What follows belongs to an exercise in optimizing a design on an open flow for small area; a production flow would make more cautious choices.
Function was checked by simulation only, so behaviour that the tests miss may differ from the original.
Power and IR drop assume default switching activity.

**flow/run.sh**
```bash
#!/bin/bash
# synth_recipe.tcl (not shown) runs the flow's synth.tcl, then flattens the netlist and writes it again
# the make line also repeats each setting of config.mk as NAME=value (left out here)
make -C /OpenROAD-flow-scripts/flow DESIGN_CONFIG=/design/flow/config.mk WORK_HOME=/design/flow/orfs CLKGATE_MAP_FILE= SYNTH_SCRIPT=/design/flow/synth_recipe.tcl finish
```
**flow/config.mk**
```make
export PLATFORM = sky130hd
export DESIGN_NAME = ycpu_core
export DESIGN_NICKNAME = ycpu_core
export VERILOG_FILES = /design/flow/design.v
export SDC_FILE = /design/flow/constraint.sdc
export NUM_CORES = 4
export LEC_CHECK = 0
export CAP_MARGIN = 20
export CORE_MARGIN = 2
export CORE_UTILIZATION = 40
export SLEW_MARGIN = 20
```
**flow/constraint.sdc**
```tcl
create_clock -name core_clock -period 15.0 [get_ports {clk}]
set_input_delay 3.0000 -clock core_clock [delete_from_list [all_inputs] [get_ports {clk}]]
set_output_delay 3.0000 -clock core_clock [all_outputs]
set_load 0.01 [all_outputs]
```
**flow/design.v**
```verilog
module ycpu_core (
    input  wire        clk,
    input  wire        rst,           
    output reg         bus_req,
    output reg         bus_we,
    output reg  [1:0]  bus_sel,       
    output reg  [14:0] bus_addr,
    output reg  [7:0]  bus_wdata,
    input  wire        bus_ack,
    input  wire        bus_err,
    input  wire [7:0]  bus_rdata,
    output wire        halted,
    output wire        fault,
    output wire [7:0]  pc_out
);
    localparam [3:0] S_CLR   = 4'd0,    
                     S_F0    = 4'd1,    
                     S_FA1   = 4'd2,    
                     S_F1    = 4'd3,    
                     S_FA2   = 4'd4,    
                     S_F2    = 4'd5,    
                     S_LD1   = 4'd6,    
                     S_LD2   = 4'd7,    
                     S_NEG   = 4'd8,    
                     S_MD    = 4'd9,    
                     S_FIN   = 4'd10,   
                     S_EX    = 4'd11,   
                     S_ST    = 4'd12,   
                     S_NX    = 4'd13,   
                     S_HALT  = 4'd14,
                     S_FAULT = 4'd15;
    localparam [3:0] OP_NOP = 4'd0,  OP_AND = 4'd1,  OP_OR  = 4'd2,  OP_NOT = 4'd3,
                     OP_ADD = 4'd4,  OP_SUB = 4'd5,  OP_MUL = 4'd6,  OP_DIV = 4'd7,
                     OP_SHL = 4'd8,  OP_SHR = 4'd9,  OP_ROL = 4'd10, OP_ROR = 4'd11,
                     OP_CPY = 4'd12, OP_CEQ = 4'd13, OP_CGT = 4'd14, OP_CLT = 4'd15;
    reg [3:0] state;
    reg [5:0] cnt;        
    reg [7:0] pc;         
    reg [7:0] ibank;
    reg [7:0] dbank;
    reg [3:0] op;
    reg       h;
    reg       e1, e2;     
    reg [7:0] a1;         
    reg [7:0] a2;         
    reg [7:0] b1;         
    reg [7:0] r;          
    reg       c;          
    reg       d;          
    reg       err;
    reg       skip;       
    wire st_clr = (state == S_CLR);
    wire st_f0  = (state == S_F0);
    wire st_fa1 = (state == S_FA1);
    wire st_f1  = (state == S_F1);
    wire st_fa2 = (state == S_FA2);
    wire st_f2  = (state == S_F2);
    wire st_ld1 = (state == S_LD1);
    wire st_ld2 = (state == S_LD2);
    wire st_neg = (state == S_NEG);
    wire st_md  = (state == S_MD);
    wire st_fin = (state == S_FIN);
    wire st_ex  = (state == S_EX);
    wire st_st  = (state == S_ST);
    wire st_nx  = (state == S_NX);
    wire c0 = (cnt[2:0] == 3'd0);
    wire c7 = (cnt[2:0] == 3'd7);
    wire is_div = (op == OP_DIV);
    wire is_mul = (op == OP_MUL);
    wire is_cmp = op[3] & op[2] & (op[1] | op[0]);
    wire is_cpy = (op == OP_CPY);
    wire use2   = (op == OP_AND) || (op == OP_OR)  || (op == OP_ADD) ||
                  (op == OP_SUB) || (op == OP_MUL) || (op == OP_DIV) || is_cmp;
    wire halt  = h & err;
    wire pcbad = pc[7] | (&pc[6:1]);           
    wire       use_a2 = st_f1 | st_f2 | st_ld2 | (st_st & is_cpy);
    wire [7:0] ad     = st_f0 ? pc : (use_a2 ? a2 : a1);
    wire       ad_hi  = ad[7] & ad[6];
    wire       ad_lo0 = ~|ad[5:1];
    wire       is_z   = ~|ad;
    wire       is_bnk = ad_hi & ad_lo0;        
    wire       is_int = is_z | is_bnk;
    wire       is_dev = ad_hi & ~ad_lo0;
    wire       data   = st_ld1 | st_ld2 | st_st;
    wire       intl   = data & is_int;
    wire       fail   = bus_err & is_dev;
    wire [7:0] int_val = is_z ? pc : (ad[0] ? dbank : ibank);
    wire [7:0] lv     = intl ? int_val : (bus_rdata & {8{~fail}});
    wire       done   = intl | bus_ack;
    wire       lv_zero = ~|lv;
    always @(*) begin
        bus_req   = (st_f0 & ~pcbad) | st_f1 | st_f2 | (data & ~is_int);
        bus_we    = st_st;
        bus_sel   = {ad_hi, ad[7] & ~ad[6]};
        bus_addr[14:7] = ~ad[7] ? ibank : (~ad[6] ? dbank : 8'd0);
        bus_addr[6]    = ~ad[7] & ad[6];
        bus_addr[5:0]  = ad[5:0] - {4'd0, ad_hi, 1'b0};
        bus_wdata = r;
    end
    wire sk     = skip & is_cmp;
    wire kbit   = (cnt[2:0] == 3'd1) | (c0 & ~sk) | ((cnt[2:0] == 3'd2) & sk);    
    wire subop  = (op == OP_SUB) | is_cmp;
    wire dsub   = ~(skip ^ e2);
    wire neg    = e1 ^ e2;
    reg ax, ay, acin;
    always @(*) begin
        ax = 1'b0; ay = 1'b0; acin = 1'b0;
        case (state)
            S_FA1: begin ax = pc[0]; acin = 1'b1; end
            S_FA2: begin ax = a2[0]; acin = 1'b1; end
            S_NEG: begin ax = b1[0] ^ e1; acin = e1; end
            S_MD: begin
                ax   = c0 ? (is_div & b1[7]) : d;
                ay   = is_div ? (a2[0] ^ dsub) : (skip & a2[0]);
                acin = is_div & dsub;
            end
            S_FIN: begin ax = (c0 ? ~skip : b1[0]) ^ neg; acin = neg; end
            S_EX:  begin ax = b1[0]; ay = a2[0] ^ subop; acin = subop; end
            default: begin    
                ax = (st_st & is_z) ? r[0] : pc[0];
                ay = ~halt & kbit;
            end
        endcase
    end
    wire ce   = c0 ? acin : c;
    wire sum  = ax ^ ay ^ ce;
    wire cout = (ax & ay) | (ce & (ax ^ ay));
    reg rb;
    always @(*) begin
        case (op)
            OP_AND:  rb = b1[0] & a2[0];
            OP_OR:   rb = b1[0] | a2[0];
            OP_NOT:  rb = ~b1[0];
            OP_ADD,
            OP_SUB:  rb = sum;
            OP_SHL:  rb = ~c0 & b1[7];
            OP_SHR:  rb = ~c7 & b1[1];
            OP_ROL:  rb = b1[7];
            OP_ROR:  rb = b1[1];
            default: rb = b1[0];
        endcase
    end
    wire ne  = skip | (b1[0] ^ a2[0]);
    wire esm = ~(e1 ^ e2);
    wire lt  = (e1 & ~e2) | (esm & ~cout);
    wire gt  = (e2 & ~e1) | (esm & cout & ne);
    wire eq  = ~ne & esm;
    wire cmp_skip = (op == OP_CEQ) ? ~eq : (op == OP_CGT) ? ~gt : ~lt;
    wire s8 = r[0] ^ ~skip ^ cout;
    wire pass_st = st_clr | st_fa1 | st_fa2 | st_neg | st_md | st_fin | st_ex | st_nx |
                   (st_st & is_int);
    wire md_last = st_md & (&cnt);
    always @(posedge clk) begin
        c <= cout;
        d <= r[0];
        if (rst)
            cnt <= 6'd0;
        else if (pass_st) begin
            cnt[2:0] <= cnt[2:0] + 3'd1;
            if (st_md & c7)
                cnt[5:3] <= cnt[5:3] + 3'd1;
        end
        if (st_clr)
            pc <= {1'b0, pc[7:1]};
        else if (st_fa1)
            pc <= {pc[0], pc[7:1]};
        else if (st_nx | (st_st & is_int))
            pc <= {sum, pc[7:1]};
        if (st_clr)
            ibank <= {1'b0, ibank[7:1]};
        else if (st_st & is_bnk & ~ad[0])
            ibank <= {r[0], ibank[7:1]};
        if (st_clr)
            dbank <= {1'b0, dbank[7:1]};
        else if (st_st & is_bnk & ad[0])
            dbank <= {r[0], dbank[7:1]};
        if (st_f0 & bus_ack) begin
            h  <= bus_rdata[7];
            e1 <= bus_rdata[5];
            e2 <= bus_rdata[4];
            op <= bus_rdata[3:0];
        end
        if (st_ld1 & done)
            e1 <= e1 & lv[7];
        if (st_ld2 & done)
            e2 <= e2 & lv[7];
        if (st_f1 & bus_ack)
            a1 <= bus_rdata;
        if ((st_f2 & bus_ack) | (st_ld2 & done))
            a2 <= lv;
        else if (st_fa1 | st_fa2)
            a2 <= {sum, a2[7:1]};
        else if (st_ex | st_md)
            a2 <= {a2[0], a2[7:1]};
        if (st_ld1 & done)
            b1 <= lv;
        else if (st_neg)
            b1 <= {sum, b1[7:1]};
        else if (st_ex | st_fin | (st_md & ~c7))
            b1 <= {(st_md & is_div & c0 & (|cnt[5:3])) ? ~skip : b1[0], b1[7:1]};
        if (st_fa1 | st_fa2)
            r <= {1'b0, r[7:1]};
        else if (st_md | st_fin)
            r <= {sum, r[7:1]};
        else if (st_ex)
            r <= {rb, r[7:1]};
        else if (st_st & is_int)
            r <= {r[0], r[7:1]};
        if (st_f2 & bus_ack)
            skip <= 1'b0;
        else if (st_ld2 & done & is_mul)
            skip <= b1[7];
        else if (st_ex & is_cmp)
            skip <= c7 ? cmp_skip : ne;
        else if (st_md & c7)
            skip <= is_div ? s8 : b1[7];
        if (st_f2 & bus_ack)
            err <= 1'b0;
        else if ((data & bus_ack & fail) | (st_ld2 & done & is_div & lv_zero))
            err <= 1'b1;
        if (rst)
            state <= S_CLR;
        else begin
            case (state)
                S_CLR: if (c7) state <= S_F0;
                S_F0:  if (pcbad) state <= S_FAULT;
                       else if (bus_ack) state <= S_FA1;
                S_FA1: if (c7) state <= S_F1;
                S_F1:  if (bus_ack) state <= S_FA2;
                S_FA2: if (c7) state <= S_F2;
                S_F2:  if (bus_ack) state <= (op == OP_NOP) ? S_NX : S_LD1;
                S_LD1: if (done) state <= use2 ? S_LD2 : S_EX;
                S_LD2: if (done) state <= is_div ? (lv_zero ? S_NX : S_NEG) :
                                         is_mul ? S_MD : S_EX;
                S_NEG: if (c7) state <= S_MD;
                S_MD:  if (&cnt) state <= is_div ? S_FIN : S_ST;
                S_FIN: if (c7) state <= S_ST;
                S_EX:  if (c7) state <= is_cmp ? S_NX : S_ST;
                S_ST:  if (is_int) begin
                           if (c7) state <= halt ? S_HALT : S_F0;
                       end else if (bus_ack) state <= S_NX;
                S_NX:  if (c7) state <= halt ? S_HALT : S_F0;
                default: state <= state;    
            endcase
        end
    end
    assign halted = (state == S_HALT);
    assign fault  = (state == S_FAULT);
    assign pc_out = pc;
endmodule
```
==> parameters.txt <==
Parameter                              Value

STA
  Unrepaired setup endpoints after global routing ... no
  Shortest clock period the worst path allows after layout ... 7.014 ns
  Final TNS setup ... 0 ns
  Worst-case headroom to the max-slew limit ... 27.48%
  Count of pins over their slew limit ... 0
  Count of final hold-check violations ... 0
  Final period utilization ... 46.76%
  Transition at the pin with the smallest max-transition slack ... 1.083 ns
  Peak clock frequency supported by timing ... 142.6 MHz
  Hold Slack ... 0.4518 ns
  Finish-stage setup viols ... 0
  Clock skew ... 0.008042 ns

GRT
  Number of antenna violations at the first check in global routing ... 0
  Wire length of the first global-routing pass ... 23110 µm
  GRT Overall Usage ... 22.82%
  Remaining global-route overflow ... 0
  Via count of the first global-routing pass ... 4014
  Pin count of the biggest net entering global routing ... 33

CTS
  H-tree levels ... 3
  CTS root buffer ... sky130_fd_sc_hd__clkbuf_16
  Resized Gates After CTS ... 0
  CTS max path bufs ... 2
  Number of buffers created by CTS ... 9
  Number of hold-repair buffers added at the cts stage ... 0
  Clock-pin slew on the worst setup and hold paths ... 0.06 ns
  TritonCTS clock tree ... built
  Sinks on Clock Net ... 77
  Post-CTS setup buffers ... 0
  Clk Latency, worst-skew pair ... 0.34 ns

Die
  Width of the chip ... 116.1 µm
  Core region area ... 12160 µm²
  Effective utilization at floorplan ... 41.33%
  Vert. Die Dim ... 116.1 µm
  I/O Pins ... 49
  Floorplan die area ... 13480 µm²
  # rows ... 40

Yosys
  Total of warnings raised by yosys ... 1
  Fraction of synthesized cell area taken by the top area cell type ... 35.25%
  Synth async-reset ratio ... 0%
  Mean Syn Cell Area ... 9.647 µm²
  Mapped cell area ... 5026 µm²
  Top_reg_cell synth ... sky130_fd_sc_hd__edfxtp_1
  Main area contributors after synthesis ... sky130_fd_sc_hd__edfxtp_1 35%, sky130_fd_sc_hd__dfxtp_1 7.2%, sky130_fd_sc_hd__mux2_2 4.3%
  Most instantiated library cell after synthesis ... sky130_fd_sc_hd__edfxtp_1
  Number of enable-type register cells in the synthesized netlist ... 59
  Mapped Nets ... 547
  Synthesized netlist cell count ... 521
  Register area share after synthesis ... 42.42%
  Synthesis-stage register bit count ... 77
  Most used standard cells in the synthesized netlist ... 59 x sky130_fd_sc_hd__edfxtp_1, 49 x sky130_fd_sc_hd__nand2_1, 42 x sky130_fd_sc_hd__o21ai_0
  Count of cell types in the netlist ... 76
  Post-synthesis cell type with the largest combined area ... sky130_fd_sc_hd__edfxtp_1

Pwr
  Peak supply drop ... 71.93 µV
  Pwr per Cell Area ... 192.0 nW/µm²
  Overall power consumption ... 1148 µW
  LEAKAGE ... 0.002181 µW

Drt
  Count of unresolved DRC violations after routing ... 0
  First-iteration detailed-routing DRC count ... 485
  Via count ... 4384
  Detail-routed net length per standard cell ... 20.32 µm
  Average vias per placed instance ... 6.014
  Post-route ant nets ... 0
  Length of the first detailed-routing pass in iterations ... 8
  Routed wire length ... 14810 µm

Worst setup path
  Worst-path maximum fanout ... 22
  Worst reg-to-reg path cell count ... 17
  R2R Path Start ... state[0]$_SDFFE_PP0P_
  Arrival time of the worst setup path ... 4.01 ns
  Data required time of the worst path ... 12.00 ns
  Startpoint type of the worst setup path ... flip-flop
  Type of destination of the critical path ... output port
  Worst flop-to-flop path endpoint ... r[7]$_SDFFE_PN0P_
  Worst Path Class, Setup ... reg -> out
  Reg2Reg Setup Slack ... 10.02 ns

Min path
  Worst hold start ... r[6]$_DFFE_PP_
  Min-Delay Path Depth ... 0
  Worst hold path class ... reg -> reg
  Hold Path Sink ... r[5]$_DFFE_PP_

Run
  Max-cap check violation count ... 0

Finish
  Flip-flop and latch area ... 2132 µm²
  Multi-input logic area ... 2683 µm²
  Number of nets in the layout ... 582
  Layout cells sized above 1 ... 11.05%
  Area growth from synthesis to layout ... 18.99%
  Number of fillers in the final layout ... 1118
  N_diodes ... 0

Place
  Final weighted congestion of routability-driven global placement ... 0.9573
  Half-perimeter wire length of the detailed placement result ... 11010 µm
  Number of port buffers ... 48

Outcome
  Status ... timing/DRC/antenna clean
cell families after synthesis:
logic type / synth area share, %
AO/OA/AOI/OAI: 21.31
XOR/XNOR: 1.917
flip-flops: 42.42
adder cells (fa/ha/maj): 3.635
buffers and inverters: 4.431
AND/OR/NAND/NOR: 17.85
multiplexers: 8.439
worst max-delay path, cell delays in order, from the launching register on:
cell,delay [ns]
sky130_fd_sc_hd__dfxtp_1,0.57
sky130_fd_sc_hd__nand4bb_4,0.46
sky130_fd_sc_hd__inv_2,0.21
sky130_fd_sc_hd__a21oi_4,0.12
sky130_fd_sc_hd__a221oi_4,0.40
sky130_fd_sc_hd__inv_1,0.31
sky130_fd_sc_hd__nor3_1,0.42
sky130_fd_sc_hd__o21ai_0,0.32
sky130_fd_sc_hd__a32o_1,0.34
sky130_fd_sc_hd__clkdlybuf4s50_1,0.49
metrics by stage:
stage                     cells  utilization [%]  instance area, µm²  setup slack, ns
after floorplan             521                -                5026            9.722
after global placement      713            46.29                5629            8.601
after detailed placement    713            46.29                5629            8.475
after CTS                   729            49.08                5969            8.092
after global routing        729            49.18                5981            7.723
final                       729            49.18                5981            7.986
metal layers:
layer / part of all wire [%] / up-vias / global-route usage (%)
met3: 7.3 / 24 / 4.255
met5: 0 / - / 0
li1: - / 2053 / -
met4: 2.0 / 0 / 6.825
met2: 44 / 214 / 33.80
met1: 46 / 2093 / 33.99
flip-flops by register name, summed over array words and instances, names as in the netlist:
register,flops
a1,8
a2,8
b1,8
c,1
cnt,6
d,1
dbank,8
e1,1
e2,1
err,1
h,1
ibank,8
op,4
pc,8
r,8
skip,1
state,4
cell usage in the layout, fill, tap and decap left out, drive strengths merged, types with 10 or more instances in the layout:
cell	netlist	layout
a21oi	26	26
a22o	11	11
clkbuf	23	10
clkdlybuf4s50	0	48
dfxtp	18	18
edfxtp	59	59
ha	13	13
inv	21	21
mux2	19	19
mux2i	21	21
nand2	50	50
nand3	24	24
nor2	42	42
nor3	11	11
o211ai	10	10
o21ai	43	43
layout make-up:
type / instances / area share (%)
multi-input combinational: 391 / 44.85
sequential: 77 / 35.65
timing repair buffer: 55 / 8.912
clock buffer: 10 / 3.828
tap: 168 / 3.515
clock inverter: 6 / 1.862
inverter: 22 / 1.381
worst max path at each step:
stage	from	to	slack (ns)
2_1_floorplan	op[1]$_DFFE_PP_	bus_addr[5]	9.72
3_3_place_gp	state[0]$_SDFFE_PP0P_	bus_req	8.60
3_5_place_dp	state[0]$_SDFFE_PP0P_	bus_req	8.48
4_1_cts	state[0]$_SDFFE_PP0P_	bus_req	8.09
5_1_grt	state[0]$_SDFFE_PP0P_	bus_req	7.72
6_report	state[0]$_SDFFE_PP0P_	bus_req	7.99
power by group:
group          internal [µW]  switching (µW)
logic                    210             293
clock network            163            87.6
registers                320            75.8

==> port drivers added, routing unchanged <==
The flow's constraints put no driver on any port. The routed layout listed below was extracted and timed again, unchanged, in two steps. Step 1 assumes that a clkbuf_16 drives the clock port and a buf_2 every other input. Step 2 times the ports against the registers' clock, not the clock port: input delays grow and output delays shrink by t, the midpoint of the rising clock arrivals with the driver on. a / b / c = ideal / step 1 / step 2; a / b = the first two.
t, ns: 0.379
slack for setup (ns): 7.986 / 7.946 / 8.325
worst register clock-pin slew, ns: 0.06 / 0.06
After both steps this run still meets setup and hold. The setup slack of this run moves by -0.040 ns with the drivers and by +0.339 ns with both steps.
